Source: an optimization exercise on an open RTL-to-GDS flow (aim: small area, a short achievable clock period and few clock cycles). Production flows keep margins and buffers that such runs may drop. In this exercise RTL edits were held to simulation tests only and were not proved equivalent to the original. Power is estimated from default activity; no workload was simulated.

`config.mk`:
```
export PLATFORM = sky130hd
export DESIGN_NAME = prng_sampler
export DESIGN_NICKNAME = prng_sampler
export VERILOG_FILES = /design/flow/design.v
export SDC_FILE = /design/flow/constraint.sdc
export NUM_CORES = 4
export LEC_CHECK = 0
export CAP_MARGIN = 10
export CORE_MARGIN = 2
export CORE_UTILIZATION = 50
export PLACE_DENSITY = 0.6
export SETUP_SLACK_MARGIN = 5
export SLEW_MARGIN = 10
```
`constraint.sdc`:
```
create_clock -name core_clock -period 17.0 [get_ports {clk}]
set_input_delay 3.4000 -clock core_clock [delete_from_list [all_inputs] [get_ports {clk}]]
set_output_delay 3.4000 -clock core_clock [all_outputs]
set_load 0.01 [all_outputs]
```
`design.v`:
```
module prng_sampler (
    input  wire        clk,
    input  wire        rst,           
    input  wire        cmd_valid,
    output wire        cmd_ready,
    input  wire [2:0]  cmd_op,
    input  wire [1:0]  cmd_gen,
    input  wire [31:0] cmd_a,
    input  wire [31:0] cmd_b,
    output wire        rsp_valid,
    output wire [31:0] rsp_data,
    output wire [1:0]  rsp_status
);
    parameter K  = 3;                       
    parameter KS = 4;                       
    localparam NSC = 16 / KS;               
    localparam OP_SET = 3'd0, OP_GET = 3'd1, OP_NEXT = 3'd2, OP_UNIFORM = 3'd3;
    localparam G_XS = 2'd0, G_MINSTD = 2'd1, G_MARS = 2'd2, G_SHIFT = 2'd3;
    localparam ST_OK = 2'd0, ST_PARAM = 2'd1, ST_BAD = 2'd2;
    localparam M_NONE = 2'd0, M_DIV = 2'd1, M_CHK = 2'd2;
    reg [31:0] xs_state, minstd_state, mars_state;
    reg [4:0]  sh_a, sh_b, sh_c;
    reg        vld_r;
    reg [2:0]  op_r;
    reg [1:0]  gen_r;
    reg [31:0] a_r, b_r;
    reg [1:0]  mode;
    reg        phase_t;      
    reg [1:0]  g;
    reg [31:0] lower;
    reg [31:0] rem;
    reg [31:0] dv;           
    reg [31:0] d0;           
    reg [4:0]  s0;           
    reg [5:0]  rs;           
    reg        qf;           
    reg        sm;           
    reg [7:0]  srem;         
    reg [7:0]  srng;         
    reg [9:0]  srng3;        
    reg        pv, padd;
    reg [1:0]  pst;
    wire ex = vld_r && (mode == M_NONE);
    assign rsp_valid  = pv;
    assign rsp_status = pst;
    assign rsp_data   = rem + (padd ? lower : 32'd0);
    assign cmd_ready = !vld_r || (mode == M_NONE);
    function [31:0] xs_step(input [31:0] s_in, input [4:0] a, input [4:0] b, input [4:0] c);
        reg [31:0] s;
        begin
            s = s_in;
            s = s ^ (s << a);
            s = s ^ (s >> b);
            s = s ^ (s << c);
            xs_step = s;
        end
    endfunction
    function [30:0] rl(input [30:0] x, input integer k);
        rl = (x << k) | (x >> (31 - k));
    endfunction
    function [61:0] csa(input [30:0] a, input [30:0] b, input [30:0] c);
        reg [30:0] s, m;
        begin
            s = a ^ b ^ c;
            m = (a & b) | (a & c) | (b & c);
            csa = {s, m[29:0], m[30]};
        end
    endfunction
    function [30:0] addm(input [30:0] a, input [30:0] b);
        reg [31:0] s0;
        reg [30:0] t;
        begin
            s0 = {1'b0, a} + {1'b0, b};
            t  = s0[30:0] + {30'd0, s0[31]};
            addm = (&t) ? 31'd0 : t;
        end
    endfunction
    function [31:0] lcg_step(input [31:0] x, input is_m);
        reg [30:0] xl, t0, t1, t2, t3, t4, t5, t6, t7;
        reg [61:0] c0, c1, c2, c3, c4, c5;
        begin
            xl = x[30:0];
            t0 = rl(xl, 16);
            t1 = rl(xl, 4);
            t2 = xl ^ {31{is_m}};
            t3 = is_m ? ~rl(xl, 14) : rl(xl, 12);
            t4 = is_m ? ~rl(xl, 10) : ~rl(xl, 9);
            t5 = is_m ? rl(xl, 7) : ~rl(xl, 6);
            t6 = is_m ? 31'd0 : ~rl(xl, 2);
            t7 = is_m ? (x[31] ? 31'd48271 : 31'd0) : (x[31] ? 31'd431506 : 31'd362437);
            c0 = csa(t0, t1, t2);
            c1 = csa(t3, t4, t5);
            c2 = csa(t6, t7, c0[61:31]);
            c3 = csa(c0[30:0], c1[61:31], c1[30:0]);
            c4 = csa(c2[61:31], c2[30:0], c3[61:31]);
            c5 = csa(c3[30:0], c4[61:31], c4[30:0]);
            lcg_step = {1'b0, addm(c5[61:31], c5[30:0])};
        end
    endfunction
    wire [31:0] xs_nx     = xs_step(xs_state, sh_a, sh_b, sh_c);
    wire [1:0]  dsel   = (mode == M_NONE) ? gen_r : g;
    wire        sel_m  = (dsel == G_MINSTD);
    wire [31:0] lcg_x  = sel_m ? minstd_state : mars_state;
    wire [31:0] lcg_nx = lcg_step(lcg_x, sel_m);
    wire [31:0] shift_word = {11'd0, sh_c, 3'd0, sh_b, 3'd0, sh_a};
    wire [32:0] diff   = {1'b0, b_r} - {1'b0, a_r};
    wire [31:0] range  = diff[31:0];
    wire        a_gt_b = diff[32];
    wire        r_zero = (range == 32'd0);
    wire [31:0] sm1 = range | (range >> 1);
    wire [31:0] sm2 = sm1 | (sm1 >> 2);
    wire [31:0] sm3 = sm2 | (sm2 >> 4);
    wire [31:0] sm4 = sm3 | (sm3 >> 8);
    wire [31:0] rm1 = (sm4 | (sm4 >> 16)) >> 1;
    wire        pow2 = ((range & rm1) == 32'd0);      
    wire is_set  = (op_r == OP_SET);
    wire is_get  = (op_r == OP_GET);
    wire is_next = (op_r == OP_NEXT) && (gen_r != G_SHIFT);
    wire is_uni  = (op_r == OP_UNIFORM) && (gen_r != G_SHIFT);
    wire uni_go  = is_uni && !a_gt_b && !r_zero;
    reg [31:0] nrm;
    reg [4:0]  nsh;
    always @(*) begin
        nrm = range;
        nsh = 5'd0;
        if (nrm[31:16] == 16'd0) begin nrm = nrm << 16; nsh[4] = 1'b1; end
        if (nrm[31:24] == 8'd0)  begin nrm = nrm << 8;  nsh[3] = 1'b1; end
        if (nrm[31:28] == 4'd0)  begin nrm = nrm << 4;  nsh[2] = 1'b1; end
        if (nrm[31:30] == 2'd0)  begin nrm = nrm << 2;  nsh[1] = 1'b1; end
        if (nrm[31] == 1'b0)     begin nrm = nrm << 1;  nsh[0] = 1'b1; end
    end
    reg [31:0] rq [0:K];
    reg        sub_any;
    integer i;
    always @(*) begin
        rq[0] = rem;
        sub_any = 1'b0;
        for (i = 0; i < K; i = i + 1) begin
            if ((rs > i) && (rq[i] >= (dv >> i))) begin
                rq[i+1] = rq[i] - (dv >> i);
                sub_any = 1'b1;
            end else begin
                rq[i+1] = rq[i];
            end
        end
    end
    reg [9:0]  st [0:KS];
    reg [7:0]  sr [0:KS];
    reg [10:0] sd1, sd2, sd3;
    reg        ssub_any;
    integer j;
    always @(*) begin
        sr[0] = srem;
        ssub_any = 1'b0;
        for (j = 0; j < KS; j = j + 1) begin
            st[j] = {sr[j], rem[31-2*j], rem[30-2*j]};
            sd1 = {1'b0, st[j]} - {3'b0, srng};
            sd2 = {1'b0, st[j]} - {2'b0, srng, 1'b0};
            sd3 = {1'b0, st[j]} - {1'b0, srng3};
            if (!sd3[10])      sr[j+1] = sd3[7:0];
            else if (!sd2[10]) sr[j+1] = sd2[7:0];
            else if (!sd1[10]) sr[j+1] = sd1[7:0];
            else               sr[j+1] = st[j][7:0];
            if (!sd1[10]) ssub_any = 1'b1;
        end
    end
    wire small_rng = (range[31:8] == 24'd0);
    wire div_last = sm ? (rs == 6'd1) : (rs <= K);
    wire qf_nx    = qf | (sm ? ssub_any : sub_any);
    reg [31:0] d_state;
    always @(*) begin
        case (dsel)
            G_XS:     d_state = xs_state;
            G_MINSTD: d_state = minstd_state;
            G_MARS:   d_state = mars_state;
            default:  d_state = shift_word;
        endcase
    end
    wire [31:0] d_nx = (dsel == G_XS) ? xs_nx : lcg_nx;
    wire chk_acc = (d_state > rem) || (d0 == 32'h8000_0000);
    wire any_draw = (ex && (is_next || uni_go)) || ((mode == M_CHK) && !chk_acc);
    wire draw_xs  = any_draw && (dsel == G_XS);
    wire draw_ms  = any_draw && (dsel == G_MINSTD);
    wire draw_mr  = any_draw && (dsel == G_MARS);
    wire ex_set   = ex && is_set;
    always @(posedge clk) begin
        if (cmd_ready) begin
            op_r  <= cmd_op;
            gen_r <= cmd_gen;
            a_r   <= cmd_a;
            b_r   <= cmd_b;
        end
        if (rst) begin
            xs_state     <= 32'd0;
            minstd_state <= 32'd0;
            mars_state   <= 32'd0;
            sh_a         <= 5'd1;
            sh_b         <= 5'd3;
            sh_c         <= 5'd10;
            vld_r        <= 1'b0;
            mode         <= M_NONE;
            pv           <= 1'b0;
        end else begin
            pv        <= 1'b0;
            if (cmd_ready) vld_r <= cmd_valid;
            if (draw_xs)                               xs_state <= xs_nx;
            else if (ex_set && gen_r == G_XS)          xs_state <= a_r;
            if (draw_ms)                               minstd_state <= lcg_nx;
            else if (ex_set && gen_r == G_MINSTD)      minstd_state <= a_r;
            if (draw_mr)                               mars_state <= lcg_nx;
            else if (ex_set && gen_r == G_MARS)        mars_state <= a_r;
            if (ex_set && gen_r == G_SHIFT) begin
                sh_a <= a_r[4:0];
                sh_b <= a_r[12:8];
                sh_c <= a_r[20:16];
            end
            if (ex) begin
                pst  <= ST_OK;
                padd <= 1'b0;
                pv   <= 1'b1;
                rem  <= 32'd0;
                case (op_r)
                OP_SET: ;
                OP_GET:  rem <= d_state;
                OP_NEXT: begin
                    if (gen_r == G_SHIFT) pst <= ST_BAD;
                    else rem <= d_nx;
                end
                OP_UNIFORM: begin
                    if (gen_r == G_SHIFT) pst <= ST_BAD;
                    else if (a_gt_b) pst <= ST_PARAM;
                    else if (r_zero) rem <= a_r;
                    else if (pow2) begin
                        rem     <= d_nx & rm1;
                        lower   <= a_r;
                        padd    <= 1'b1;
                    end else begin
                        pv      <= 1'b0;
                        rem     <= d_nx;
                        lower   <= a_r;
                        g       <= gen_r;
                        dv      <= nrm;
                        d0      <= nrm;
                        s0      <= nsh;
                        sm      <= small_rng;
                        srng    <= range[7:0];
                        srng3   <= {2'b0, range[7:0]} + {1'b0, range[7:0], 1'b0};
                        srem    <= 8'd0;
                        rs      <= small_rng ? NSC : {1'b0, nsh} + 6'd1;
                        qf      <= 1'b0;
                        phase_t <= 1'b0;
                        mode    <= M_DIV;
                    end
                end
                default: pst <= ST_BAD;
                endcase
            end else if (mode == M_DIV) begin
                if (sm) begin
                    srem <= sr[KS];
                    rs   <= rs - 6'd1;
                    rem  <= div_last ? {24'd0, sr[KS]} : (rem << (2*KS));
                end else begin
                    rem <= rq[K];
                    dv  <= dv >> K;
                    rs  <= rs - K;
                end
                qf  <= qf_nx;
                if (div_last) begin
                    if (phase_t) begin
                        mode <= M_CHK;
                    end else if (qf_nx) begin
                        mode <= M_NONE;
                        pv   <= 1'b1;
                        padd <= 1'b1;
                        pst  <= ST_OK;
                    end else begin
                        rem     <= sm ? 32'hFFFF_FFFF : ~d0;
                        dv      <= d0;
                        srem    <= 8'd0;
                        rs      <= sm ? NSC : {1'b0, s0} + 6'd1;
                        phase_t <= 1'b1;
                    end
                end
            end else if (mode == M_CHK) begin
                if (chk_acc) begin
                    rem  <= d_state;
                    mode <= M_NONE;
                    pv   <= 1'b1;
                    padd <= 1'b1;
                    pst  <= ST_OK;
                end else begin
                    rem     <= d_nx;
                    dv      <= d0;
                    srem    <= 8'd0;
                    rs      <= sm ? NSC : {1'b0, s0} + 6'd1;
                    qf      <= 1'b0;
                    phase_t <= 1'b0;
                    mode    <= M_DIV;
                end
            end
        end
    end
endmodule
```
`run.sh`:
```
#!/bin/bash
# synth_recipe.tcl (not shown) runs the flow's synth.tcl, then flattens the netlist and writes it again
# the make line also repeats each setting of config.mk as NAME=value (left out here)
make -C /OpenROAD-flow-scripts/flow DESIGN_CONFIG=/design/flow/config.mk WORK_HOME=/design/flow/orfs CLKGATE_MAP_FILE= SYNTH_SCRIPT=/design/flow/synth_recipe.tcl finish
```
==> results of run 1 <==
[worst min path at each step]
stage | start | cells past startpoint | to
after floorplan | gen_r[1] | 0 | g[1]
after global placement | minstd_state[26] | 2 | minstd_state[26]
after detailed placement | minstd_state[26] | 2 | minstd_state[26]
after CTS | minstd_state[26] | 2 | minstd_state[26]
after global routing | minstd_state[26] | 2 | minstd_state[26]
final | minstd_state[26] | 2 | minstd_state[26]
[sequential cells by signal, summed over array words and instances, names as in the netlist, 8 cells and up]
signal        count
rem              32
a_r              32
xs_state         32
dv               32
b_r              32
srng3            10
lower            32
minstd_state     32
mars_state       32
d0               32
srem              8
[placed cells by master (no fill, tap or decap), types with 183 or more instances in the layout]
cell type / Yosys / layout
sky130_fd_sc_hd__mux2i_1: 216 / 211
sky130_fd_sc_hd__nor2_1: 560 / 555
sky130_fd_sc_hd__fa_1: 183 / 183
sky130_fd_sc_hd__xnor2_1: 213 / 212
sky130_fd_sc_hd__ha_1: 356 / 356
sky130_fd_sc_hd__a211oi_1: 208 / 202
sky130_fd_sc_hd__edfxtp_1: 241 / 241
sky130_fd_sc_hd__inv_1: 423 / 420
sky130_fd_sc_hd__nand2_1: 674 / 671
sky130_fd_sc_hd__a21oi_1: 408 / 403
sky130_fd_sc_hd__o21ai_0: 341 / 335
[cell families (layout without fill, tap and decap cells)]
logic type | count (synthesis) | in the layout | synth area share
AO/OA/AOI/OAI | 1920 | 1920 | 0.257
XOR/XNOR | 314 | 314 | 0.0543
adder cells (fa/ha/maj) | 539 | 539 | 0.159
buffers and inverters | 764 | 744 | 0.0586
flip-flops | 356 | 356 | 0.186
multiplexers | 356 | 359 | 0.0880
other | 0 | 2 | 0
AND/OR/NAND/NOR | 2111 | 2113 | 0.197
[repair_timing]
action | 4_1_cts | 5_1_grt
gates cloned | 3 | 4
hold endpoints to repair | 0 | 0
pin swaps | 2 | 6
resized for setup | 21 | 48
endpoints found under the setup margin | 126 | 123
buffers inserted | 2 | 15
[critical path, delay by kind of cell (launching register included)]
family	cells	cell delay, ns
DFF	1	0.38
adders and majority gates	7	2.85
and+or+nand+nor	15	3.27
AOI/OAI and AO/OA	12	3.00
xor gates and xnor gates	1	0.41
muxes	1	0.45
buffers and inverters	5	0.96
[power groups by stage]
| stage | registers [mW] | logic [mW] | clock network, mW |
|---|---|---|---|
| finish | 1.07 | 5.70 | 1.01 |
| detailed placement | 1.09 | 5.38 | 0 |
| global route | 1.07 | 6.01 | 1.04 |
| global placement | 1.09 | 5.37 | 0 |
| CTS | 1.07 | 5.43 | 1.01 |
| floorplan | 1.06 | 3.53 | 0 |
[cell usage after synthesis (56+ instances only)]
master,number
sky130_fd_sc_hd__a211oi_1,208
sky130_fd_sc_hd__a21o_1,140
sky130_fd_sc_hd__a21oi_1,408
sky130_fd_sc_hd__a22oi_1,59
sky130_fd_sc_hd__a31oi_1,67
sky130_fd_sc_hd__and2_1,116
sky130_fd_sc_hd__and3_1,70
sky130_fd_sc_hd__clkbuf_1,274
sky130_fd_sc_hd__dfxtp_1,115
sky130_fd_sc_hd__edfxtp_1,241
sky130_fd_sc_hd__fa_1,183
sky130_fd_sc_hd__ha_1,356
sky130_fd_sc_hd__inv_1,423
sky130_fd_sc_hd__mux2_2,71
sky130_fd_sc_hd__mux2i_1,216
sky130_fd_sc_hd__mux4_2,68
sky130_fd_sc_hd__nand2_1,674
sky130_fd_sc_hd__nand2b_1,56
sky130_fd_sc_hd__nand3_1,131
sky130_fd_sc_hd__nand4_1,69
sky130_fd_sc_hd__nor2_1,560
sky130_fd_sc_hd__nor2b_1,68
sky130_fd_sc_hd__nor3_1,128
sky130_fd_sc_hd__o211ai_1,69
sky130_fd_sc_hd__o21a_1,64
sky130_fd_sc_hd__o21ai_0,341
sky130_fd_sc_hd__or3_1,69
sky130_fd_sc_hd__xnor2_1,213
sky130_fd_sc_hd__xor2_1,98
[area by class of cell]
class	instances	area [um2]	area share
multi-input combinational	5245	39000	0.702
sequential	356	9550	0.172
timing repair buffer	236	2140	0.0385
tap	1368	1710	0.0308
inverter	429	1610	0.0290
clock buffer	60	1210	0.0219
clock inverter	19	304	0.00547
antenna	2	5.00	0.0000900
[per-stage QoR]
stage / area, um2 / utilization / hold WS [ns] / std cells / setup slack (ns)
floorplan: 51200 / - / 0.424 / 6360 / 5.72
global placement: 53500 / 0.527 / 0.493 / 7609 / 3.70
detailed placement: 53500 / 0.527 / 0.501 / 7609 / 3.69
CTS: 55200 / 0.543 / 0.511 / 7693 / 5.03
global route: 55600 / 0.547 / 0.548 / 7713 / 4.96
finish: 55600 / 0.547 / 0.518 / 7715 / 5.36
[routing by layer]
metal	track usage	vias up
met1	0.537	25400
met2	0.665	3364
met5	0	-
met3	0.0957	884
met4	0.294	14
li1	-	23400
==> results by group, run 1 <==
Setup path
  – Cell type of the slowest stage on the worst timing path: sky130_fd_sc_hd__fa_1
  – Worst reg2reg path endpoint: rem[2]
  – Critical path fanouts, max: between 40 and 50
  – R2R Path Start: mode[0]
  – Worst endpoint data arrival time: between 10 and 15 ns
  – Largest stage delay on the critical path: between 0.5 and 0.6 ns
  – Crit start category: flip-flop
  – Number of cells traversed by the worst register-to-register path: 41
  – Type of the worst setup path: reg2reg
  – Origin of the worst setup path: mode[0]
  – Worst setup EP type: flip-flop
  – Critical path destination: rem[2]
  – Reg-to-reg slack, setup: between 5 and 6 ns
  – Crit path required time: about 17 ns

Synth
  – Dominant synthesized flop cell: sky130_fd_sc_hd__edfxtp_1
  – Netlist Area Pre-Place: 51200 um2
  – Post-synth cell types: between 100 and 150
  – Area share of the leading cell type in the synthesized netlist: 0.141
  – Cell taking the most area after synthesis: sky130_fd_sc_hd__edfxtp_1
  – Post-synth ARST share: 0
  – Number of flip-flops and latches in the synthesized netlist: ~360
  – Synthesized area per cell: around 8 um2
  – Largest cells by area after synthesis: sky130_fd_sc_hd__edfxtp_1 14%, sky130_fd_sc_hd__ha_1 8.7%, sky130_fd_sc_hd__fa_1 7.2%, sky130_fd_sc_hd__nand2_1 4.9%, sky130_fd_sc_hd__dfxtp_1 4.5%
  – Count of synthesis-stage warnings from yosys: 4
  – Number of enable flip-flop cells after synthesis: between 200 and 250
  – Share of synthesized area occupied by flip-flops and latches: 0.186
  – Cell count after synthesis: approximately 6400
  – Number of nets produced by synthesis: 6971

Power
  – Switching power: 4.21 mW
  – Relative contribution of sequential cells to total power: 0.138
  – Leakage power: between 20 and 25 nW
  – Internal power: 3.58 mW
  – Peak supply drop: between 0.2 and 0.25 mV
  – Power Total: 7.78 mW
  – Fraction of power spent switching nets: 0.541
  – Fraction of power consumed by combinational cells: 0.732
  – Clock Power Share: 0.130
  – Pwr dens: 140 nW/um2

Clock network
  – CTS root buffer: sky130_fd_sc_hd__clkbuf_16
  – # hold bufs at CTS: 0
  – Clock Path Buffers: 3
  – Clock tree from TritonCTS: done
  – TritonCTS Buffers: 43
  – Worst-Skew Late Latency: about 0.63 ns
  – # clock sinks: about 360
  – Number of H-tree branching levels: 2
  – Clock transition at path regs: roughly 0.060 ns

Timing
  – Final number of hold-violating endpoints: 0
  – Worst Skew: around 0.031 ns
  – Slew at the pin closest to its max-slew limit: 1.49 ns
  – Fin. max-slew vios: 1
  – Total negative slack for setup checks: 0 ns
  – Normalized max-slew margin: -0.00387
  – Setup violators final: 0
  – Final period util: 0.685
  – Unrepaired setup endpoints after global routing: false
  – Crit path time final: 11.64 ns
  – Max frequency: around 86 MHz

Layout
  – Total Nets Final: about 7000
  – Area growth, synth to finish: 8.60%
  – Total of fill cells in the finished design: 9784
  – Layout cell share with drive strength beyond 1: 0.0801

Floorplanning
  – Die Y-Extent: 324 um
  – Core region area: a little over 100000 um2
  – Horiz. Die Dim: around 320 um
  – IO Count: 108
  – Die Area: 105000 um2
  – Effective utilization at floorplan: 0.504
  – Site Rows: ~120

Placement
  – Weighted congestion reported at the end of routability-driven placement: 1.04
  – Detail Placement HPWL: between 150000 and 200000 um
  – Number of port buffers: about 110

Global routing
  – Largest net degree at the start of global routing: 69
  – Sum of overflow across all layers after global routing: 0
  – All-layer global routing usage: 0.431
  – First-pass GRT wire length: 334000 um
  – Vias in the first global route: around 49000
  – Initial antenna violation count: 12

Detailed routing
  – Number of detailed-routing iterations run before antenna repair: 7
  – Highest layer used for signal routing: met5
  – Drt first-iter violations: between 7000 and 8000
  – Met3 layer wire length in the routed design: 25300 um
  – Met2 WL post-DR: approximately 100000 um
  – Final wirelength: 233000 um
  – Met1 wire length: just under 90000 um
  – Remaining number of nets flagged by the antenna check after routing: 0
  – Vias after detailed routing: between 50000 and 60000
  – DR vias/cell: just under 7
  – Detailed-route DRC error count: 0
  – Routed length per instance: between 30 and 40 um

Run
  – Maximum Capacitance Violations: 1

Worst hold path
  – Class of the worst hold path: reg2reg

Run status
  – Result of the run: finished with violations
  – Layout check fault list: max-capacitance violations, max-slew violations
Testbench counts, summed over its fixed seeds: cycles 14,988.
==> run 2: changes to the inputs <==
--- a/design.v
+++ b/design.v
@@ -179,3 +179,3 @@
     wire [31:0] d_nx = (dsel == G_XS) ? xs_nx : lcg_nx;
-    wire chk_acc = (d_state > rem) || (d0 == 32'h8000_0000);
+    wire chk_acc = !(rem >= dv);
     wire any_draw = (ex && (is_next || uni_go)) || ((mode == M_CHK) && !chk_acc);
@@ -269,2 +269,3 @@
                     if (phase_t) begin
+                        dv   <= d_state;
                         mode <= M_CHK;
==> run 2 against run 1 <==
Effect of this change:
- synthesized cell count rose by 5.4%
- global-route usage rose by 1.6 points
- final cell count rose by 4.4%
- die area rose by 2.7%
- critical path depth rose by 8
- count of clock-buffer cells in the layout fell by 1
- via count rose by 6.9%
- the run now finishes clean
- wire length rose by 7.0%
- power fell by 4.0%
==> results by group, run 2 <==
Floorplanning
  – Die Area: 108000 um2 (was 105000 um2)
  – Core region area: 104000 um2 (was 102000 um2)
  – IO Count: 108 (unchanged)
  – Site Rows: 118 (was 117)
  – Horiz. Die Dim: 328 um (was 324 um)
  – Die Y-Extent: 328 um (was 324 um)
  – Effective utilization at floorplan: 0.506 (was 0.504)

Timing
  – Slew at the pin closest to its max-slew limit: 1.41 ns (was 1.49 ns)
  – Fin. max-slew vios: 0 (was 1)
  – Worst Skew: 0.0230 ns (was 0.0314 ns)
  – Total negative slack for setup checks: 0 ns (unchanged)
  – Setup violators final: 0 (unchanged)
  – Normalized max-slew margin: 0.0612 (was -0.00387)
  – Final period util: 0.676 (was 0.685)
  – Crit path time final: 11.49 ns (was 11.64 ns)
  – Final number of hold-violating endpoints: 0 (unchanged)
  – Hold slack: 0.564 ns (was 0.518 ns)
  – Unrepaired setup endpoints after global routing: false (unchanged)
  – Worst Slack Setup Final: 5.51 ns (was 5.36 ns)
  – Max frequency: 87.0 MHz (was 85.9 MHz)

Clock network
  – # hold bufs at CTS: 0 (unchanged)
  – CTS root buffer: sky130_fd_sc_hd__clkbuf_16 (unchanged)
  – Number of H-tree branching levels: 2 (unchanged)
  – Worst-Skew Late Latency: 0.65 ns (was 0.63 ns)
  – Clock transition at path regs: 0.06 ns (about the same)
  – Clock Path Buffers: 3 (unchanged)
  – TritonCTS Buffers: 47 (was 43)
  – Clock tree from TritonCTS: done (unchanged)
  – # clock sinks: 356 (unchanged)

Power
  – Leakage power: 23.0 nW (was 22.9 nW)
  – Power Total: 7.47 mW (was 7.78 mW)
  – Peak supply drop: 0.359 mV (was 0.238 mV)
  – Pwr dens: 131 nW/um2 (was 140 nW/um2)

Placement
  – Placed inst area: 54900 um2 (was 53500 um2)
  – Dpl cells: 7933 (was 7609)
  – Number of port buffers: 107 (unchanged)
  – Detail Placement HPWL: 194000 um (was 184000 um)
  – Pre-CTS WS: 2.56 ns (was 3.69 ns)
  – Weighted congestion reported at the end of routability-driven placement: 1.07 (was 1.04)

Worst hold path
  – Hold path startpoint: mode[0] (was minstd_state[26])
  – Class of the worst hold path: reg2reg (unchanged)

Global routing
  – Initial antenna violation count: 18 (was 12)
  – Vias in the first global route: 52400 (was 49300)
  – Largest net degree at the start of global routing: 79 (was 69)
  – First-pass GRT wire length: 357000 um (was 334000 um)
  – Sum of overflow across all layers after global routing: 0 (unchanged)
  – All-layer global routing usage: 0.447 (was 0.431)

Run status
  – Result of the run: timing/DRC/antenna clean (was finished with violations)

Setup path
  – Critical path fanouts, max: 56 (was 44)
  – Type of the worst setup path: reg2reg (unchanged)
  – Largest stage delay on the critical path: 0.50 ns (was 0.58 ns)
  – Worst setup EP type: flip-flop (unchanged)
  – R2R Path Start: rem[0] (was mode[0])
  – Cell type of the slowest stage on the worst timing path: sky130_fd_sc_hd__a2111oi_1 (was sky130_fd_sc_hd__fa_1)
  – Reg-to-reg slack, setup: 5.51 ns (was 5.36 ns)
  – Worst endpoint data arrival time: 11.93 ns (was 11.99 ns)
  – Crit start category: flip-flop (unchanged)
  – Origin of the worst setup path: rem[0] (was mode[0])
  – Count of buffer and inverter cells on the critical path: 8 (was 5)
  – Crit-path leading delay family: compound AO/OA/AOI/OAI gates (was simple AND/OR/NAND/NOR gates)
  – Library cell appearing most often on the critical path: sky130_fd_sc_hd__o21bai_1
  – Crit path required time: 17.43 ns (was 17.35 ns)

Detailed routing
  – Number of detailed-routing iterations run before antenna repair: 10 (was 7)
  – Detailed-route DRC error count: 0 (unchanged)
  – Vias after detailed routing: 56700 (was 53100)
  – Routed length per instance: 31.0 um (was 30.2 um)
  – Final wirelength: 249000 um (was 233000 um)
  – DR vias/cell: 7.04 (was 6.88)
  – Drt first-iter violations: 8568 (was 7508)
  – Remaining number of nets flagged by the antenna check after routing: 0 (unchanged)

Synth
  – Most instantiated cells after synthesis: 735 x sky130_fd_sc_hd__nand2_1, 562 x sky130_fd_sc_hd__nor2_1, 517 x sky130_fd_sc_hd__a21oi_1 (was 674 x sky130_fd_sc_hd__nand2_1, 560 x sky130_fd_sc_hd__nor2_1, 423 x sky130_fd_sc_hd__inv_1)
  – Cell with the most instances after synthesis: sky130_fd_sc_hd__nand2_1 (unchanged)
  – Cell count after synthesis: 6702 (was 6360)
  – Number of nets produced by synthesis: 7297 (was 6971)
  – Share of synthesized area occupied by flip-flops and latches: 0.181 (was 0.186)
  – Largest cells by area after synthesis: sky130_fd_sc_hd__edfxtp_1 14%, sky130_fd_sc_hd__ha_1 8.1%, sky130_fd_sc_hd__fa_1 7.0%, sky130_fd_sc_hd__nand2_1 5.2%, sky130_fd_sc_hd__a21oi_1 4.9% (was sky130_fd_sc_hd__edfxtp_1 14%, sky130_fd_sc_hd__ha_1 8.7%, sky130_fd_sc_hd__fa_1 7.2%, sky130_fd_sc_hd__nand2_1 4.9%, sky130_fd_sc_hd__dfxtp_1 4.5%)
  – Post-synth cell types: 127 (was 119)
  – Cell taking the most area after synthesis: sky130_fd_sc_hd__edfxtp_1 (unchanged)
  – Number of enable flip-flop cells after synthesis: 241 (unchanged)
  – Dominant synthesized flop cell: sky130_fd_sc_hd__edfxtp_1 (unchanged)
  – Synthesized area per cell: 7.85 um2 (was 8.05 um2)
  – Number of flip-flops and latches in the synthesized netlist: 356 (unchanged)
  – Count of synthesis-stage warnings from yosys: 4 (unchanged)
  – Post-synth ARST share: 0 (unchanged)
  – Area share of the leading cell type in the synthesized netlist: 0.138 (was 0.141)
  – Netlist Area Pre-Place: 52600 um2 (was 51200 um2)

Layout
  – Final Cell Area: 57200 um2 (was 55600 um2)
  – Layout Utilization: 0.551 (was 0.547)
  – Total Nets Final: 7224 (was 6922)
  – Top library cells by usage in the layout, fill and taps aside: 730 x sky130_fd_sc_hd__nand2_1, 555 x sky130_fd_sc_hd__nor2_1, 512 x sky130_fd_sc_hd__a21oi_1 (was 671 x sky130_fd_sc_hd__nand2_1, 555 x sky130_fd_sc_hd__nor2_1, 420 x sky130_fd_sc_hd__inv_1)
  – Most common library cell in the layout ignoring fill and taps: sky130_fd_sc_hd__nand2_1 (unchanged)
  – Area growth, synth to finish: 8.82% (was 8.60%)
  – Cell Count, Final, Fillers Out: 8057 (was 7715)
  – Total of fill cells in the finished design: 10000 (was 9784)
  – Layout cell share with drive strength beyond 1: 0.0840 (was 0.0801)

Run
  – Maximum Capacitance Violations: 0 (was 1)
==> run 2: what timing repair did <==
item	4_1_cts	5_1_grt
buffers inserted	8	17
resized for setup	47	60
endpoints found under the setup margin	147	137
pin swaps	2	5
cloned	1	0
==> run 2: worst paths after layout <==
| kind | cells after the start | end |
|---|---|---|
| max | 49 | rem[15] |
| min | 2 | mode[0] |
| max reg2reg | 49 | rem[15] |
| min reg2reg | 2 | mode[0] |
==> run 2: logic make-up after synthesis <==
family	synth area share
simple gates	0.201
compound gates	0.279
buf+inv	0.0620
fa+ha+maj	0.151
flops	0.181
mux	0.0737
xor+xnor	0.0521
==> run 2: layout make-up <==
| class | count | area, um2 | area share |
|---|---|---|---|
| multi-input combinational | 5522 | 40300 | 0.705 |
| sequential | 356 | 9550 | 0.167 |
| timing repair buffer | 264 | 2310 | 0.0404 |
| tap | 1380 | 1730 | 0.0302 |
| inverter | 438 | 1650 | 0.0289 |
| clock buffer | 59 | 1260 | 0.0221 |
| clock inverter | 29 | 364 | 0.00636 |
| antenna | 9 | 22.5 | 0.000393 |
==> run 2: power breakdown <==
part / leakage [nW] / total [mW] / switching (mW) / internal [mW]
registers: 3.23 / 1.03 / 0.0490 / 0.979
clock network: 0.781 / 1.08 / 0.454 / 0.625
logic: 19.0 / 5.37 / 3.63 / 1.74
==> run 2: routing by layer <==
metal  up-vias  GRT usage  share of wire  wire length, um
met2      3911      0.678           0.43           106000
met5         -          0        0.00090              224
li1      24700          -              -                -
met3      1078      0.122           0.12            29300
met1     27000      0.547           0.37            91400
met4        22      0.318          0.088            22000
==> run 2: worst reg2reg max path, delay by kind of cell (launching register included) <==
kind	cells	cell delay (ns)
AND/OR/NAND/NOR	9	1.70
AO/OA/AOI/OAI	25	5.55
adder cells (fa/ha/maj)	6	1.82
multiplexers	1	0.33
buffers and inverters	8	1.41
flip-flops	1	0.48
Testbench counts of run 2, summed over its fixed seeds: cycles 14,988.
==> run 3: changes to the inputs <==
--- a/config.mk
+++ b/config.mk
@@ -7,3 +7,3 @@
 export LEC_CHECK = 0
-export CAP_MARGIN = 10
+export CAP_MARGIN = 20
 export CORE_MARGIN = 2
@@ -12,2 +12,2 @@
 export SETUP_SLACK_MARGIN = 5
-export SLEW_MARGIN = 10
+export SLEW_MARGIN = 20
==> run 3 against run 2 <==
Effect of this change:
- combinational power barely moved
- clock skew rose by 0.020 ns
- via count fell by 0.26%
- power fell by 0.39%
- sequential power barely moved
- synthesized cell count did not move
- die area did not move
- area after synthesis did not move
- register-to-register slack got worse by 0.03 ns
- critical endpoint is now rem[1]
==> results by group, run 3 <==
Run status
  – Result of the run: timing/DRC/antenna clean (unchanged)

Setup path
  – Library cell appearing most often on the critical path: sky130_fd_sc_hd__a21oi_1 (was sky130_fd_sc_hd__o21bai_1)
  – Cell type of the slowest stage on the worst timing path: sky130_fd_sc_hd__o31ai_1 (was sky130_fd_sc_hd__a2111oi_1)
  – Crit start category: flip-flop (unchanged)
  – Worst endpoint data arrival time: 12.03 ns (was 11.93 ns)
  – Number of cells traversed by the worst register-to-register path: 46 (was 49)
  – Crit path required time: 17.50 ns (was 17.43 ns)
  – R2R Path Start: rem[30] (was rem[0])
  – Critical path fanouts, max: 15 (was 56)
  – Crit-path leading delay family: compound AO/OA/AOI/OAI gates (unchanged)
  – Reg-to-reg slack, setup: 5.47 ns (was 5.51 ns)
  – Count of buffer and inverter cells on the critical path: 4 (was 8)
  – Worst setup EP type: flip-flop (unchanged)
  – Origin of the worst setup path: rem[30] (was rem[0])
  – Largest stage delay on the critical path: 0.68 ns (was 0.50 ns)
  – Type of the worst setup path: reg2reg (unchanged)
  – Worst reg2reg path endpoint: rem[1] (was rem[15])

Worst hold path
  – Terminating pin of the worst hold path: mode[0] (unchanged)
  – Class of the worst hold path: reg2reg (unchanged)
  – Hold path startpoint: mode[0] (unchanged)
  – Cells on Worst Hold Path: 2 (unchanged)

Detailed routing
  – DR vias/cell: 7.02 (was 7.04)
  – Drt first-iter violations: 8471 (was 8568)
  – Final wirelength: 249000 um (about the same)
  – Number of detailed-routing iterations run before antenna repair: 7 (was 10)
  – Detailed-route DRC error count: 0 (unchanged)
  – Routed length per instance: 30.9 um (was 31.0 um)
  – Vias after detailed routing: 56600 (was 56700)
  – Remaining number of nets flagged by the antenna check after routing: 0 (unchanged)

Synth
  – Synthesized area per cell: 7.85 um2 (unchanged)
  – Number of enable flip-flop cells after synthesis: 241 (unchanged)
  – Netlist Area Pre-Place: 52600 um2 (unchanged)
  – Most instantiated cells after synthesis: 735 x sky130_fd_sc_hd__nand2_1, 562 x sky130_fd_sc_hd__nor2_1, 517 x sky130_fd_sc_hd__a21oi_1 (unchanged)
  – Largest cells by area after synthesis: sky130_fd_sc_hd__edfxtp_1 14%, sky130_fd_sc_hd__ha_1 8.1%, sky130_fd_sc_hd__fa_1 7.0%, sky130_fd_sc_hd__nand2_1 5.2%, sky130_fd_sc_hd__a21oi_1 4.9% (unchanged)
  – Dominant synthesized flop cell: sky130_fd_sc_hd__edfxtp_1 (unchanged)
  – Cell count after synthesis: 6702 (unchanged)
  – Number of flip-flops and latches in the synthesized netlist: 356 (unchanged)
  – Post-synth ARST share: 0 (unchanged)
  – Share of synthesized area occupied by flip-flops and latches: 0.181 (unchanged)
  – Cell with the most instances after synthesis: sky130_fd_sc_hd__nand2_1 (unchanged)
  – Cell taking the most area after synthesis: sky130_fd_sc_hd__edfxtp_1 (unchanged)
  – Area share of the leading cell type in the synthesized netlist: 0.138 (unchanged)
  – Number of nets produced by synthesis: 7297 (unchanged)
  – Count of synthesis-stage warnings from yosys: 4 (unchanged)
  – Post-synth cell types: 127 (unchanged)

Timing
  – Setup violators final: 0 (unchanged)
  – Slew at the pin closest to its max-slew limit: 1.27 ns (was 1.41 ns)
  – Normalized max-slew margin: 0.151 (was 0.0612)
  – Max frequency: 86.8 MHz (was 87.0 MHz)
  – Hold slack: 0.569 ns (was 0.564 ns)
  – Unrepaired setup endpoints after global routing: true (was false)
  – Total negative slack for setup checks: 0 ns (unchanged)
  – Final period util: 0.678 (was 0.676)
  – Final number of hold-violating endpoints: 0 (unchanged)
  – Crit path time final: 11.53 ns (was 11.49 ns)
  – Worst Skew: 0.0431 ns (was 0.0230 ns)
  – Fin. max-slew vios: 0 (unchanged)

Clock network
  – Clock Path Buffers: 3 (unchanged)
  – CTS root buffer: sky130_fd_sc_hd__clkbuf_16 (unchanged)
  – Worst-Skew Late Latency: 0.68 ns (was 0.65 ns)
  – # clock sinks: 356 (unchanged)
  – # hold bufs at CTS: 0 (unchanged)
  – Clock tree from TritonCTS: done (unchanged)
  – Number of H-tree branching levels: 2 (unchanged)
  – Clock transition at path regs: 0.06 ns (about the same)
  – TritonCTS Buffers: 47 (unchanged)

Floorplanning
  – Horiz. Die Dim: 328 um (unchanged)
  – Die Y-Extent: 328 um (unchanged)
  – Site Rows: 118 (unchanged)
  – IO Count: 108 (unchanged)
  – Core region area: 104000 um2 (unchanged)
  – Die Area: 108000 um2 (unchanged)
  – Effective utilization at floorplan: 0.506 (unchanged)

Placement
  – Number of port buffers: 107 (unchanged)
  – Dpl cells: 7933 (unchanged)
  – Weighted congestion reported at the end of routability-driven placement: 1.07 (unchanged)
  – Detail Placement HPWL: 194000 um (about the same)

Run
  – Maximum Capacitance Violations: 0 (unchanged)

Layout
  – Cell Count, Final, Fillers Out: 8061 (was 8057)
  – Total Nets Final: 7229 (was 7224)
  – Area growth, synth to finish: 8.62% (was 8.82%)
  – Layout cell share with drive strength beyond 1: 0.0833 (was 0.0840)
  – Most common library cell in the layout ignoring fill and taps: sky130_fd_sc_hd__nand2_1 (unchanged)
  – Top library cells by usage in the layout, fill and taps aside: 730 x sky130_fd_sc_hd__nand2_1, 556 x sky130_fd_sc_hd__nor2_1, 512 x sky130_fd_sc_hd__a21oi_1 (was 730 x sky130_fd_sc_hd__nand2_1, 555 x sky130_fd_sc_hd__nor2_1, 512 x sky130_fd_sc_hd__a21oi_1)

Power
  – Peak supply drop: 0.358 mV (was 0.359 mV)
  – Leakage power: 23.0 nW (about the same)
  – Pwr dens: 130 nW/um2 (was 131 nW/um2)

Global routing
  – Vias in the first global route: 52200 (was 52400)
  – Largest net degree at the start of global routing: 79 (unchanged)
  – First-pass GRT wire length: 357000 um (about the same)
  – All-layer global routing usage: 0.447 (about the same)
  – Sum of overflow across all layers after global routing: 0 (unchanged)
  – Initial antenna violation count: 17 (was 18)
==> run 3: cell counts after synthesis <==
Identical to the previous run, type by type.
==> run 3: worst max path at each step <==
stage	to	slack [ns]	cells past startpoint
finish	rem[1]	5.47	46
global placement	rem[15]	2.64	42
CTS	rem[3]	5.00	48
detailed placement	rem[15]	2.70	42
global route	rem[3]	4.92	48
floorplan	dv[2]	6.03	49
==> run 3: stage by stage <==
stage                     setup WS, ns  total power [mW]   util  instance area, um2
after global placement            2.64              6.02  0.528               54900
after floorplan                   6.03              4.20      -               52600
after CTS                         5.00              7.09  0.545               56700
after detailed placement          2.70              6.03  0.528               54900
final                             5.47              7.44  0.550               57100
after global routing              4.92              7.73  0.549               57100
==> run 3: timing repair <==
| action | 4_1_cts | 5_1_grt |
|---|---|---|
| resized for setup | 45 | 54 |
| setup endpoints to repair | 146 | 145 |
| setup buffers | 6 | 20 |
| pin swaps | 3 | 6 |
| gates cloned | 1 | 1 |
==> run 3: cell families after synthesis <==
group / Yosys count / synth area share
xor gates and xnor gates: 312 / 0.0521
AOI/OAI and AO/OA: 2146 / 0.279
adders and majority gates: 523 / 0.151
DFF: 356 / 0.181
buffers and inverters: 825 / 0.0620
and+or+nand+nor: 2222 / 0.201
muxes: 318 / 0.0737
==> run 3: metal layers <==
| metal | GRT usage | vias to the layer above | part of all wire |
|---|---|---|---|
| met4 | 0.312 | 16 | 0.089 |
| met5 | 0.00444 | - | 0.00043 |
| li1 | - | 24700 | - |
| met1 | 0.549 | 26900 | 0.37 |
| met3 | 0.123 | 1061 | 0.12 |
| met2 | 0.678 | 3867 | 0.43 |
==> run 3: final cells by class <==
type | count | area, um2
diodes | 9 | 22.5
clock buffers | 56 | 1230
clock inverters | 31 | 285
fillers | 9953 | 46800
inverters | 438 | 1660
multi-input cells | 5522 | 40300
flip-flops and latches | 356 | 9550
well taps | 1380 | 1730
repair buffers | 269 | 2360
==> run 3: tightest hold or removal path: stages, from the launching register on <==
cell and delay [ns]:
sky130_fd_sc_hd__dfxtp_2 0.38, sky130_fd_sc_hd__o31ai_1 0.09, sky130_fd_sc_hd__a21oi_1 0.06
==> run 3: power breakdown <==
group | internal, mW | switching, mW | leakage, nW | total, mW
sequential | 0.979 | 0.0490 | 3.23 | 1.03
clock | 0.567 | 0.447 | 0.743 | 1.01
combinational | 1.74 | 3.67 | 19.0 | 5.40
==> run 4: changes to the inputs <==
--- a/config.mk
+++ b/config.mk
@@ -9,3 +9,3 @@
 export CORE_MARGIN = 2
-export CORE_UTILIZATION = 50
+export CORE_UTILIZATION = 40
 export PLACE_DENSITY = 0.6
==> run 4 against run 3 <==
Effect of this change:
- sequential share of layout area down 0.15 points
- worst setup slack got worse by 0.056 ns
- critical endpoint is now rem[27]
- final cell count rose by 4.5%
- clock power is 12% higher
- wire length increased by 1.9%
- highest routed layer unchanged
- sequential power hardly changed
- clock skew down 0.0034 ns
- global-route usage fell by 8.4 points
- die area rose by 25%
- still clean on timing, DRC and antenna
- design area is 0.88% higher
==> results by group, run 4 <==
Timing
  – Total negative slack for setup checks: 0 ns (unchanged)
  – Max frequency: 86.3 MHz (was 86.8 MHz)
  – Fin. max-slew vios: 0 (unchanged)
  – Worst Skew: 0.0397 ns (was 0.0431 ns)
  – Crit path time final: 11.58 ns (was 11.53 ns)
  – Slew at the pin closest to its max-slew limit: 1.29 ns (was 1.27 ns)
  – Setup violators final: 0 (unchanged)
  – Final period util: 0.681 (was 0.678)
  – Normalized max-slew margin: 0.134 (was 0.151)
  – Final number of hold-violating endpoints: 0 (unchanged)
  – Unrepaired setup endpoints after global routing: true (unchanged)

Synth
  – Largest cells by area after synthesis: sky130_fd_sc_hd__edfxtp_1 14%, sky130_fd_sc_hd__ha_1 8.1%, sky130_fd_sc_hd__fa_1 7.0%, sky130_fd_sc_hd__nand2_1 5.2%, sky130_fd_sc_hd__a21oi_1 4.9% (unchanged)
  – Share of synthesized area occupied by flip-flops and latches: 0.181 (unchanged)
  – Cell count after synthesis: 6702 (unchanged)
  – Area share of the leading cell type in the synthesized netlist: 0.138 (unchanged)
  – Post-synth ARST share: 0 (unchanged)
  – Number of enable flip-flop cells after synthesis: 241 (unchanged)
  – Count of synthesis-stage warnings from yosys: 4 (unchanged)
  – Cell taking the most area after synthesis: sky130_fd_sc_hd__edfxtp_1 (unchanged)
  – Number of flip-flops and latches in the synthesized netlist: 356 (unchanged)
  – Netlist Area Pre-Place: 52600 um2 (unchanged)
  – Cell with the most instances after synthesis: sky130_fd_sc_hd__nand2_1 (unchanged)
  – Dominant synthesized flop cell: sky130_fd_sc_hd__edfxtp_1 (unchanged)
  – Number of nets produced by synthesis: 7297 (unchanged)
  – Most instantiated cells after synthesis: 735 x sky130_fd_sc_hd__nand2_1, 562 x sky130_fd_sc_hd__nor2_1, 517 x sky130_fd_sc_hd__a21oi_1 (unchanged)
  – Synthesized area per cell: 7.85 um2 (unchanged)
  – Post-synth cell types: 127 (unchanged)

Detailed routing
  – DR vias/cell: 6.64 (was 7.02)
  – Routed length per instance: 30.2 um (was 30.9 um)
  – Vias after detailed routing: 55900 (was 56600)
  – Remaining number of nets flagged by the antenna check after routing: 0 (unchanged)
  – Detailed-route DRC error count: 0 (unchanged)
  – Number of detailed-routing iterations run before antenna repair: 8 (was 7)
  – Drt first-iter violations: 7730 (was 8471)
  – Final wirelength: 254000 um (was 249000 um)

Clock network
  – Clock Path Buffers: 3 (unchanged)
  – Clock transition at path regs: 0.06 ns (about the same)
  – CTS root buffer: sky130_fd_sc_hd__clkbuf_16 (unchanged)
  – Clock tree from TritonCTS: done (unchanged)
  – # clock sinks: 356 (unchanged)
  – Number of H-tree branching levels: 2 (unchanged)
  – Worst-Skew Late Latency: 0.67 ns (was 0.68 ns)
  – TritonCTS Buffers: 48 (was 47)

Setup path
  – Critical path fanouts, max: 55 (was 15)
  – Type of the worst setup path: reg2reg (unchanged)
  – Largest stage delay on the critical path: 0.69 ns (was 0.68 ns)
  – Crit path required time: 17.39 ns (was 17.50 ns)
  – Worst setup EP type: flip-flop (unchanged)
  – Crit start category: flip-flop (unchanged)
  – Worst endpoint data arrival time: 11.97 ns (was 12.03 ns)
  – Cell type of the slowest stage on the worst timing path: sky130_fd_sc_hd__edfxtp_1 (was sky130_fd_sc_hd__o31ai_1)
  – Number of cells traversed by the worst register-to-register path: 44 (was 46)

Placement
  – Weighted congestion reported at the end of routability-driven placement: 1.04 (was 1.07)
  – Number of port buffers: 107 (unchanged)
  – Detail Placement HPWL: 199000 um (was 194000 um)

Power
  – Power Total: 7.41 mW (was 7.44 mW)
  – Leakage power: 23.0 nW (about the same)
  – Pwr dens: 128 nW/um2 (was 130 nW/um2)
  – Peak supply drop: 0.149 mV (was 0.358 mV)

Layout
  – Register Area: 9550 um2 (unchanged)
  – Area used by multi-input combinational logic: 40200 um2 (was 40300 um2)
  – Top library cells by usage in the layout, fill and taps aside: 731 x sky130_fd_sc_hd__nand2_1, 553 x sky130_fd_sc_hd__nor2_1, 511 x sky130_fd_sc_hd__a21oi_1 (was 730 x sky130_fd_sc_hd__nand2_1, 556 x sky130_fd_sc_hd__nor2_1, 512 x sky130_fd_sc_hd__a21oi_1)
  – Layout Utilization: 0.440 (was 0.550)
  – Layout cell share with drive strength beyond 1: 0.0826 (was 0.0833)
  – Total of fill cells in the finished design: 13300 (was 9953)
  – Area growth, synth to finish: 9.58% (was 8.62%)
  – Total Nets Final: 7222 (was 7229)
  – Most common library cell in the layout ignoring fill and taps: sky130_fd_sc_hd__nand2_1 (unchanged)

Floorplanning
  – Die Y-Extent: 367 um (was 328 um)
  – Die Area: 134000 um2 (was 108000 um2)
  – IO Count: 108 (unchanged)
  – Horiz. Die Dim: 367 um (was 328 um)
  – Site Rows: 133 (was 118)
  – Effective utilization at floorplan: 0.402 (was 0.506)
  – Core region area: 131000 um2 (was 104000 um2)

Global routing
  – First-pass GRT wire length: 364000 um (was 357000 um)
  – All-layer global routing usage: 0.363 (was 0.447)
  – Sum of overflow across all layers after global routing: 0 (unchanged)
  – Vias in the first global route: 52100 (was 52200)
  – Largest net degree at the start of global routing: 76 (was 79)
  – Initial antenna violation count: 11 (was 17)

Worst hold path
  – Class of the worst hold path: reg2reg (unchanged)
  – Cells on Worst Hold Path: 2 (unchanged)

Run
  – Maximum Capacitance Violations: 0 (unchanged)

Run status
  – Result of the run: timing/DRC/antenna clean (unchanged)
run 4: per-stage QoR:
step                hold slack (ns)  area (um2)  worst slack [ns]  instances
floorplan                     0.424       52600              6.03       6702
global placement              0.547       55400              3.61       8304
detailed placement            0.552       55400              3.39       8306
CTS                           0.562       57200              4.88       8400
global route                  0.605       57600              4.87       8422
finish                        0.575       57600              5.42       8426
run 4: routing by layer:
layer	vias to the layer above	global-route usage	routed length [um]
met5	-	0	50
met4	8	0.246	20800
met3	830	0.0776	27800
met2	3606	0.555	109000
met1	26800	0.457	96400
li1	24700	-	-
run 4: cell type report:
cell class | count | area share
Inverter | 438 | 0.0288
Sequential cell | 356 | 0.166
Antenna cell | 4 | 0.000174
Timing Repair inverter | 1 | 0.000152
Clock inverter | 29 | 0.00636
Clock buffer | 61 | 0.0231
Tap cell | 1755 | 0.0381
Multi-Input combinational cell | 5523 | 0.698
Timing Repair Buffer | 259 | 0.0393
run 4: cells by family (layout without fill, tap and decap cells):
family / count (synthesis) / after routing / synth area share
simple gates: 2222 / 2223 / 0.201
compound gates: 2146 / 2147 / 0.279
buf+inv: 825 / 788 / 0.0620
fa+ha+maj: 523 / 523 / 0.151
flops: 356 / 356 / 0.181
mux: 318 / 318 / 0.0737
xor+xnor: 312 / 312 / 0.0521
other cells: 0 / 4 / 0
run 4: worst paths after layout:
| kind | from | to | slack (ns) |
|---|---|---|---|
| worst min register to register | minstd_state[5] | minstd_state[5] | 0.57 |
| worst max-delay path | rem[13] | rem[27] | 5.42 |
| worst min-delay path | minstd_state[5] | minstd_state[5] | 0.57 |
| worst max register to register | rem[13] | rem[27] | 5.42 |
run 4: repair_timing:
action	CTS	global route
endpoints found under the setup margin	134	147
cloned	1	2
setup buffers	3	20
resized for setup	36	60
hold buffers	0	0
pin swaps	1	9
endpoints found under the hold margin	0	0
run 4: where the power goes:
group          total, mW  switching, mW  internal [mW]
clock               1.13          0.475          0.652
sequential          1.03         0.0531          0.979
combinational       5.25           3.55           1.70
run 4: worst max-delay path, delay by kind of cell (launching register included):
family	cells	cell delay [ns]
DFF	1	0.69
muxes	1	0.24
adders and majority gates	4	1.57
AOI/OAI and AO/OA	22	5.12
buffers and inverters	6	1.60
and+or+nand+nor	11	1.94
==> run 5: changes to the inputs <==
--- a/design.v
+++ b/design.v
@@ -69,3 +69,3 @@
     function [30:0] addm(input [30:0] a, input [30:0] b);
-        reg [31:0] s0;
+        reg [31:0] s0, s1;
         reg [30:0] t;
@@ -73,3 +73,4 @@
             s0 = {1'b0, a} + {1'b0, b};
-            t  = s0[30:0] + {30'd0, s0[31]};
+            s1 = {1'b0, a} + {1'b0, b} + 32'd1;
+            t  = s0[31] ? s1[30:0] : s0[30:0];
             addm = (&t) ? 31'd0 : t;
==> run 5 against run 4 <==
Effect of this change:
- combinational power is 5.0% lower
- sequential cell count unchanged
- still clean on timing, DRC and antenna
- critical path depth fell by 10
- synthesized cell count is 3.9% lower
- core utilization increased by 0.085 points
- hold slack lost 0.061 ns
==> results by group, run 5 <==
Run status
  – Result of the run: timing/DRC/antenna clean (unchanged)

Run
  – Maximum Capacitance Violations: 0 (unchanged)

Floorplanning
  – Site Rows: 131 (was 133)
  – Core region area: 128000 um2 (was 131000 um2)
  – IO Count: 108 (unchanged)
  – Die Area: 132000 um2 (was 134000 um2)
  – Horiz. Die Dim: 363 um (was 367 um)
  – Effective utilization at floorplan: 0.403 (was 0.402)
  – Die Y-Extent: 363 um (was 367 um)

Synth
  – Cell count after synthesis: 6442 (was 6702)
  – Number of nets produced by synthesis: 7017 (was 7297)
  – Area share of the leading cell type in the synthesized netlist: 0.141 (was 0.138)
  – Number of flip-flops and latches in the synthesized netlist: 356 (unchanged)
  – Count of synthesis-stage warnings from yosys: 4 (unchanged)
  – Post-synth cell types: 125 (was 127)
  – Number of enable flip-flop cells after synthesis: 241 (unchanged)
  – Cell with the most instances after synthesis: sky130_fd_sc_hd__nand2_1 (unchanged)
  – Synthesized area per cell: 7.99 um2 (was 7.85 um2)
  – Netlist Area Pre-Place: 51500 um2 (was 52600 um2)
  – Largest cells by area after synthesis: sky130_fd_sc_hd__edfxtp_1 14%, sky130_fd_sc_hd__ha_1 8.2%, sky130_fd_sc_hd__fa_1 6.4%, sky130_fd_sc_hd__nand2_1 5.1%, sky130_fd_sc_hd__a21oi_1 4.5% (was sky130_fd_sc_hd__edfxtp_1 14%, sky130_fd_sc_hd__ha_1 8.1%, sky130_fd_sc_hd__fa_1 7.0%, sky130_fd_sc_hd__nand2_1 5.2%, sky130_fd_sc_hd__a21oi_1 4.9%)
  – Post-synth ARST share: 0 (unchanged)
  – Share of synthesized area occupied by flip-flops and latches: 0.185 (was 0.181)
  – Most instantiated cells after synthesis: 701 x sky130_fd_sc_hd__nand2_1, 509 x sky130_fd_sc_hd__nor2_1, 467 x sky130_fd_sc_hd__a21oi_1 (was 735 x sky130_fd_sc_hd__nand2_1, 562 x sky130_fd_sc_hd__nor2_1, 517 x sky130_fd_sc_hd__a21oi_1)
  – Dominant synthesized flop cell: sky130_fd_sc_hd__edfxtp_1 (unchanged)
  – Cell taking the most area after synthesis: sky130_fd_sc_hd__edfxtp_1 (unchanged)

Setup path
  – Largest stage delay on the critical path: 0.68 ns (was 0.69 ns)
  – Worst setup EP type: flip-flop (unchanged)
  – Worst reg2reg path endpoint: rem[26] (was rem[27])
  – Type of the worst setup path: reg2reg (unchanged)
  – Reg-to-reg slack, setup: 5.37 ns (was 5.42 ns)
  – Number of cells traversed by the worst register-to-register path: 34 (was 44)
  – Crit-path leading delay family: simple AND/OR/NAND/NOR gates (was compound AO/OA/AOI/OAI gates)
  – Count of buffer and inverter cells on the critical path: 7 (was 6)
  – R2R Path Start: mode[1] (was rem[13])
  – Crit path required time: 17.36 ns (was 17.39 ns)
  – Critical path fanouts, max: 77 (was 55)
  – Cell type of the slowest stage on the worst timing path: sky130_fd_sc_hd__or4b_2 (was sky130_fd_sc_hd__edfxtp_1)
  – Crit start category: flip-flop (unchanged)
  – Worst endpoint data arrival time: 12.00 ns (was 11.97 ns)

Global routing
  – Largest net degree at the start of global routing: 78 (was 76)
  – Sum of overflow across all layers after global routing: 0 (unchanged)
  – Initial antenna violation count: 8 (was 11)
  – All-layer global routing usage: 0.368 (was 0.363)
  – Vias in the first global route: 50100 (was 52100)
  – First-pass GRT wire length: 357000 um (was 364000 um)

Timing
  – Crit path time final: 11.63 ns (was 11.58 ns)
  – Total negative slack for setup checks: 0 ns (unchanged)
  – Fin. max-slew vios: 0 (unchanged)
  – Normalized max-slew margin: 0.140 (was 0.134)
  – Worst Skew: 0.0402 ns (was 0.0397 ns)
  – Final number of hold-violating endpoints: 0 (unchanged)
  – Worst Slack Setup Final: 5.37 ns (was 5.42 ns)
  – Max frequency: 86.0 MHz (was 86.3 MHz)
  – Slew at the pin closest to its max-slew limit: 1.28 ns (was 1.29 ns)
  – Final period util: 0.684 (was 0.681)
  – Setup violators final: 0 (unchanged)
  – Unrepaired setup endpoints after global routing: false (was true)

Detailed routing
  – Final wirelength: 252000 um (was 254000 um)
  – DR vias/cell: 6.66 (was 6.64)
  – Remaining number of nets flagged by the antenna check after routing: 0 (unchanged)
  – Number of detailed-routing iterations run before antenna repair: 9 (was 8)
  – Routed length per instance: 31.1 um (was 30.2 um)
  – Vias after detailed routing: 53900 (was 55900)
  – Detailed-route DRC error count: 0 (unchanged)
  – Drt first-iter violations: 7332 (was 7730)

Clock network
  – Number of H-tree branching levels: 2 (unchanged)
  – TritonCTS Buffers: 46 (was 48)
  – # clock sinks: 356 (unchanged)
  – # hold bufs at CTS: 0 (unchanged)
  – Worst-Skew Late Latency: 0.66 ns (was 0.67 ns)
  – Clock Path Buffers: 3 (unchanged)
  – CTS root buffer: sky130_fd_sc_hd__clkbuf_16 (unchanged)
  – Clock tree from TritonCTS: done (unchanged)
  – Clock transition at path regs: 0.06 ns (about the same)

Placement
  – Weighted congestion reported at the end of routability-driven placement: 1.03 (was 1.04)
  – Pre-CTS WS: 3.99 ns (was 3.39 ns)
  – Number of port buffers: 107 (unchanged)
  – Detail Placement HPWL: 196000 um (was 199000 um)

Layout
  – Total Nets Final: 6962 (was 7222)
  – Most common library cell in the layout ignoring fill and taps: sky130_fd_sc_hd__nand2_1 (unchanged)
  – Top library cells by usage in the layout, fill and taps aside: 697 x sky130_fd_sc_hd__nand2_1, 506 x sky130_fd_sc_hd__nor2_1, 461 x sky130_fd_sc_hd__a21oi_1 (was 731 x sky130_fd_sc_hd__nand2_1, 553 x sky130_fd_sc_hd__nor2_1, 511 x sky130_fd_sc_hd__a21oi_1)
  – Layout cell share with drive strength beyond 1: 0.0842 (was 0.0826)
  – Area growth, synth to finish: 9.34% (was 9.58%)

Power
  – Leakage power: 22.5 nW (was 23.0 nW)
  – Pwr dens: 126 nW/um2 (was 128 nW/um2)
  – Peak supply drop: 0.198 mV (was 0.149 mV)

Worst hold path
  – Hold path startpoint: sh_a[1] (was minstd_state[5])
  – Class of the worst hold path: reg2reg (unchanged)
  – Cells on Worst Hold Path: 2 (unchanged)
  – Terminating pin of the worst hold path: sh_a[1] (was minstd_state[5])
==> run 5: what timing repair did <==
item                                    4_1_cts  5_1_grt
pin swaps                                     3        3
buffers inserted                              3       17
gates cloned                                  0        0
endpoints found under the setup margin       75       84
resized for setup                            26       50
==> run 5: cells by family (layout without fill, tap and decap cells) <==
kind of cell | after synthesis | count (layout) | synth area share
muxes | 366 | 366 | 0.0894
buffers and inverters | 778 | 758 | 0.0604
adders and majority gates | 510 | 510 | 0.148
xor gates and xnor gates | 360 | 360 | 0.0617
other | 0 | 3 | 0
AOI/OAI and AO/OA | 2055 | 2055 | 0.272
and+or+nand+nor | 2017 | 2017 | 0.184
DFF | 356 | 356 | 0.185
==> run 5: metrics by stage <==
step,utilization,hold WS [ns],instance area (um2),total power [mW],cells
2_1_floorplan,-,0.424,51500,3.93,6442
3_3_place_gp,0.425,0.498,54300,5.74,7981
3_5_place_dp,0.425,0.502,54300,5.74,7981
4_1_cts,0.438,0.512,56000,6.85,8067
5_1_grt,0.441,0.529,56300,7.33,8084
6_report,0.441,0.514,56300,7.09,8087
==> run 5: report_power, final <==
part	switching (mW)	leakage (nW)	total [mW]	internal [mW]
logic	3.41	18.5	4.99	1.57
clock network	0.448	0.756	1.07	0.624
registers	0.0553	3.22	1.03	0.979
==> run 5: final cells by class <==
cell class,instances,area [um2]
clock buffers,62,1330
diodes,3,7.51
inverters,409,1550
multi-input cells,5308,39200
well taps,1662,2080
fillers,12900,71400
repair buffers,266,2300
flip-flops and latches,356,9550
clock inverters,21,245
==> run 5: metal layers <==
metal | routed length [um] | global-route usage | vias to the layer above
met5 | 118 | 0 | -
met4 | 18200 | 0.216 | 12
met3 | 26500 | 0.0831 | 769
met2 | 109000 | 0.564 | 3445
met1 | 98100 | 0.473 | 25900
li1 | - | - | 23800
==> run 5: worst max-delay path by stage <==
stage	start	endpoint	slack, ns	cells after the start
floorplan	rem[0]	rem[15]	6.23	46
global placement	rem[0]	rem[9]	4.05	46
detailed placement	rem[0]	rem[15]	3.99	45
CTS	rem[30]	rs[5]	5.03	48
global route	rem[0]	rem[15]	4.83	46
finish	mode[1]	rem[26]	5.37	34
==> run 5: tightest hold or removal path: cells and delay by family (launching register included) <==
family / cells / cell delay [ns]
compound gates: 1 / 0.05
flops: 1 / 0.37
simple gates: 1 / 0.06
Testbench counts of run 5, summed over its fixed seeds: cycles 14,988.

==> afterwards: timing with drivers on the ports <==
How much do the figures lean on ideal ports? The routed layouts below were timed once more, with nothing changed but the port constraints.
Step 1 assumes that a clkbuf_16 drives the clock port and a buf_2 every other input.
Step 2 moves the port delays by t, midway between the first and last clock arrival at a register: inputs arrive t later, outputs are due t later. That takes back most of the time a late clock gives input paths.
a / b / c = ideal ports / drivers / drivers and shift; a / b = the first two.
run	t (ns)	setup slack, ns	worst setup path after step 2
run 1	0.689	5.357 / 5.357 / 5.357	register to register
run 2	0.708	5.508 / 5.508 / 5.508	register to register
run 3	0.742	5.474 / 5.474 / 5.474	register to register
run 4	0.720	5.418 / 5.418 / 5.418	register to register
run 5	0.721	5.368 / 5.368 / 5.368	register to register
